Context: an optimization exercise on an open-source flow, tuned for small area. The choices shown serve that exercise and are no tape-out recipe. Only simulation tests tie the RTL to the original design; equivalence was not proved. The clock port is modelled as an ideal driver; clocking choices that lean on that would not hold on a real chip. No activity file was given, so power comes from the tool's default toggle rates.

## run 1
## ircore_rx
module ircore_rx (
    input  wire        clk,
    input  wire        rst,             
    input  wire        set_mode,        
    input  wire [1:0]  mode_in,         
    input  wire        edge_valid,      
    input  wire [31:0] edge_ts,         
    input  wire        fire,            
    output wire        busy,
    output wire [1:0]  rx_mode,
    output wire [6:0]  rx_index,
    output wire        frame_active,
    output wire [3:0]  rx_result,
    output wire [31:0] rx_msg,
    output wire [31:0] rx_msg_count,
    output wire [31:0] rx_fail_count
);
    localparam [1:0] MODE_IDLE = 2'd0, MODE_NEC = 2'd1, MODE_RC6 = 2'd2;
    localparam [2:0] RES_NEC = 3'd1, RES_RC6 = 3'd2, RES_PM = 3'd3,
                     RES_MS  = 3'd4, RES_CF  = 3'd5, RES_UM = 3'd6;
    localparam [1:0] F_OK = 2'd0,    
                     F_LT = 2'd1,    
                     F_PM = 2'd2,    
                     F_MS = 2'd3;    
    reg [1:0]  mode_q;
    reg [6:0]  index_q;
    reg [2:0]  result_q;
    reg [1:0]  msg_hi_q;    
    reg [15:0] msg_lo_q;    
    reg [31:0] msg_cnt_q;
    reg [31:0] fail_cnt_q;
    reg [31:0] prev_q;      
    reg [1:0]  stat_q;      
    reg [4:0]  k_q;         
    reg [15:0] r_q;         
  ...
Settings: LEC_CHECK=0, CAP_MARGIN=0, CORE_MARGIN=2, CORE_UTILIZATION=70, SLEW_MARGIN=0; clock period 10.0 ns.
standard.sh (not shown) runs the stock make flow with config.mk's settings and CLKGATE_MAP_FILE= SYNTH_SCRIPT=/design/flow/synth_recipe.tcl, a recipe that flattens the netlist after the stock synthesis.
==> flow/flow/run.sh <==
#!/bin/bash
# The standard layout (standard.sh) with these changes:
#  - synthesis maps the logic with an area-oriented ABC script (synth_area.tcl),
#    and leaves adders to ABC instead of mapping them to ha/fa cells first;
#    it maps the combinational submodule (ir_dur_class, no registers) on its
#    own (SYNTH_HIERARCHICAL 1), then flattens as the standard synthesis does,
#    so the registers are those of the standard synthesis;
#  - every port still gets its own buffer, a buf_1, except the constant
#    outputs, which share one tie cell (no pass-through buffers in synthesis,
#    no tie fanout repair);
#  - the clock tree is built by clock_tree.tcl before CTS (a root clkbuf_4
#    and ten buf_6 leaves over balanced clusters of flip-flops), and
#    clock_tree_synthesis, given only the clock port's net, leaves it as is.
# Each tool's full output goes to orfs/logs/ as in the standard flow; make's
# output goes to standard.log.
set -euo pipefail
export FLOW_SYNTH_TCL=$PWD/synth_recipe.tcl
export AREA_ABC_SCRIPT=$PWD/flow/area.abc
bash standard.sh \
  SYNTH_SCRIPT=$PWD/flow/synth_area.tcl ADDER_MAP_FILE= SYNTH_INSBUF=0 SYNTH_HIERARCHICAL=1 SKIP_REPAIR_TIE_FANOUT=1 \
  'BUFFER_PORTS_ARGS=-buffer_cell sky130_fd_sc_hd__buf_1' \
  PRE_CTS_TCL=$PWD/flow/clock_tree.tcl \
  'CTS_ARGS=-clk_nets clk -dont_use_dummy_load -buf_list sky130_fd_sc_hd__clkbuf_8' \
  finish > standard.log 2>&1
==> flow/flow/clock_tree.tcl <==
# Clock tree for the PRE_CTS hook: the clock port drives one root buffer, which
# drives NLEAF leaf buffers, each at the centre of a cluster of flip-flops of
# at most ceil(sinks / NLEAF) members (capacity-limited k-means on placement).
# No register gets a deliberately later or earlier clock than the others.
# build_clock_tree: the clock port drives one ROOTBUF (or, with ROOTBUF empty,
# the NLEAF leaf buffers directly); each LEAFBUF sits at the centre of its
# cluster of flip-flops.
proc build_clock_tree {nleaf leafbuf rootbuf} {
  set block [ord::get_db_block]
  set db [ord::get_db]
  set clknet [$block findNet clk]
  # sinks: every ITerm on the clk net except the port's
  set sinks {}
  foreach it [$clknet getITerms] { lappend sinks $it }
  # positions
  set pts {}
  foreach it $sinks {
    set inst [$it getInst]
    set bb [$inst getBBox]
    lappend pts [list $it [expr {([$bb xMin]+[$bb xMax])/2}] [expr {([$bb yMin]+[$bb yMax])/2}]]
  }
  # k-means, initial centres spread along sorted x+y
  set sorted [lsort -real -index 1 $pts]
  set n [llength $sorted]
  set cent {}
  for {set k 0} {$k < $nleaf} {incr k} {
    set p [lindex $sorted [expr {int(($k + 0.5) * $n / $nleaf)}]]
    lappend cent [list [lindex $p 1] [lindex $p 2]]
  }
  set cap [expr {int(ceil(double($n) / $nleaf))}]
  for {set iter 0} {$iter < 20} {incr iter} {
    # capacity-limited assignment: closest (point, centre) pairs first
    set pairs {}
    set i 0
    foreach p $pts {
      for {set k 0} {$k < $nleaf} {incr k} {
        set c [lindex $cent $k]
        lappend pairs [list $i $k [expr {abs([lindex $p 1]-[lindex $c 0]) + abs([lindex $p 2]-[lindex $c 1])}]]
      }
      incr i
    }
    set pairs [lsort -real -index 2 $pairs]
    set assign [lrepeat $n -1]
    set cnt [lrepeat $nleaf 0]
    foreach pr $pairs {
      lassign $pr i k d
      if {[lindex $assign $i] >= 0} continue
      if {[lindex $cnt $k] >= $cap} continue
      lset assign $i $k
      lset cnt $k [expr {[lindex $cnt $k] + 1}]
    }
    set sx [lrepeat $nleaf 0.0]; set sy [lrepeat $nleaf 0.0]
    set i 0
    foreach p $pts {
      set k [lindex $assign $i]
      lset sx $k [expr {[lindex $sx $k] + [lindex $p 1]}]
      lset sy $k [expr {[lindex $sy $k] + [lindex $p 2]}]
      incr i
    }
    for {set k 0} {$k < $nleaf} {incr k} {
      if {[lindex $cnt $k] > 0} {
        lset cent $k [list [expr {[lindex $sx $k]/[lindex $cnt $k]}] [expr {[lindex $sy $k]/[lindex $cnt $k]}]]
      }
    }
  }
  puts "clock tree clusters: $cnt"
  set lm [$db findMaster $leafbuf]
  set rootnet $clknet
  if {$rootbuf ne ""} {
    set rm [$db findMaster $rootbuf]
    set rinst [odb::dbInst_create $block $rm clkroot_buf]
    set rnet [odb::dbNet_create $block clkroot_net]
    $rnet setSigType CLOCK
    # place root at the mean of the centres
    set mx 0; set my 0
    foreach c $cent { set mx [expr {$mx + [lindex $c 0]}]; set my [expr {$my + [lindex $c 1]}] }
    $rinst setLocation [expr {int($mx/$nleaf)}] [expr {int($my/$nleaf)}]
    $rinst setPlacementStatus PLACED
    [$rinst findITerm A] connect $clknet
    [$rinst findITerm X] connect $rnet
    set rootnet $rnet
  }
  for {set k 0} {$k < $nleaf} {incr k} {
    set inst [odb::dbInst_create $block $lm clkleaf_buf_$k]
    set net [odb::dbNet_create $block clkleaf_net_$k]
    $net setSigType CLOCK
    set c [lindex $cent $k]
    $inst setLocation [expr {int([lindex $c 0])}] [expr {int([lindex $c 1])}]
    $inst setPlacementStatus PLACED
    [$inst findITerm A] connect $rootnet
    [$inst findITerm X] connect $net
  }
  set i 0
  foreach p $pts {
    set it [lindex $p 0]
    set k [lindex $assign $i]
    $it disconnect
    $it connect [$block findNet clkleaf_net_$k]
    incr i
  }
}

build_clock_tree 10 sky130_fd_sc_hd__buf_6 sky130_fd_sc_hd__clkbuf_4
set_propagated_clock [all_clocks]
Other scripts of this flow, unchanged in this note and not shown: flow/flow/area.abc, flow/flow/synth_area.tcl
Run 1: no failed stages, no open violations at the end
Inputs modified between run 1 and run 2:
--- a/flow/flow/clock_tree.tcl
+++ b/flow/flow/clock_tree.tcl
@@ -5,3 +5,2 @@
-# build_clock_tree: the clock port drives one ROOTBUF (or, with ROOTBUF empty,
-# the NLEAF leaf buffers directly); each LEAFBUF sits at the centre of its
-# cluster of flip-flops.
+# Build a two-level clock tree: the clock port drives NLEAF leaf buffers
+# (LEAFBUF), each placed at the centre of a cluster of flip-flops.
### Flow results
- Comparing run 2 against run 1, there is no change at all in die area.
- Delta (run 2 minus run 1): routed wire length closely matched the old numbers, remaining max-slew budget at the tightest pin level.
- Run 2 -> run 1: met1 usage delta 0, exact match
- Changes observed in run 2 relative to run 1: proportion of layout cells with a drive suffix above 1 barely changed, wire length of the first global-routing pass stayed essentially flat.
- Run 2 -> run 1: number of remaining DRC errors delta 0, exact match
- Between run 1 and run 2, the length of routed met2 wiring figures differ only marginally.
### run 2 -> run 3
--- a/flow/flow/run.sh
+++ b/flow/flow/run.sh
@@ -12 +12 @@
-#    and ten buf_6 leaves over balanced clusters of flip-flops), and
+#    and ten clkbuf_8 leaves over balanced clusters of flip-flops), and
--- a/flow/flow/clock_tree.tcl
+++ b/flow/flow/clock_tree.tcl
@@ -102 +102 @@
-build_clock_tree 10 sky130_fd_sc_hd__buf_6 sky130_fd_sc_hd__clkbuf_4
+build_clock_tree 10 sky130_fd_sc_hd__clkbuf_8 sky130_fd_sc_hd__clkbuf_4
Notes after the runs:
- Between run 2 and run 3, the difference in maximum frequency is negligible.
- In run 3 relative to run 2, internal power had gone up slightly.
- Required arrival time at the worst endpoint: run 2 and run 3 compared, higher one is run 3
- Total power ends up lower on run 2.
- Run 2 has lower arrival time of the worst setup path than run 3.
- First-iteration DRC count: run 3 > run 2
- Via count: run 3 lower than run 2
- Looking at run 2 and run 3, the post-detailed-routing wire length is a wash.
- Global-route wire length before repair across run 2 and run 3: no real change.
- Delta (run 3 minus run 2): total of fill cells in the finished design -8, post-synthesis to final-layout area growth +0.37 points.

==> static timing again, ports no longer ideal <==
The results above use ideal ports. As a check the final layouts listed here were re-extracted and re-timed, cells and wires unchanged. Step 1 (the two cells are an assumption about what drives the block):
set clk [get_ports {clk}]
set_driving_cell -lib_cell sky130_fd_sc_hd__clkbuf_16 $clk
set_driving_cell -lib_cell sky130_fd_sc_hd__buf_2 [delete_from_list [all_inputs] $clk]
Step 2, shift: input delay + t, output delay - t, t = (earliest + latest rising clock arrival at the registers) / 2. This alone moves slack from input paths to output paths. a / b / c = ideal ports / drivers / drivers and shift; a / b = the first two.
| run | t (ns) | setup slack, ns | worst hold slack (ns) | latest minus earliest clock arrival (ns) | worst data-port slew with drivers (ns) |
|---|---|---|---|---|---|
| run 1 | 0.541 | 1.539 / 1.548 / 1.007 | 0.466 / 0.466 / 0.466 | 0.018 / 0.018 | 0.04 |
| run 2 | 0.541 | 1.539 / 1.548 / 1.007 | 0.466 / 0.466 / 0.466 | 0.018 / 0.018 | 0.04 |
| run 3 | 0.559 | 1.529 / 1.538 / 0.979 | 0.462 / 0.462 / 0.462 | 0.015 / 0.015 | 0.04 |
After both steps every run listed still meets setup and hold. The setup slack of run 3, which loses most, moves by +0.009 ns with the drivers and by -0.550 ns with both steps.
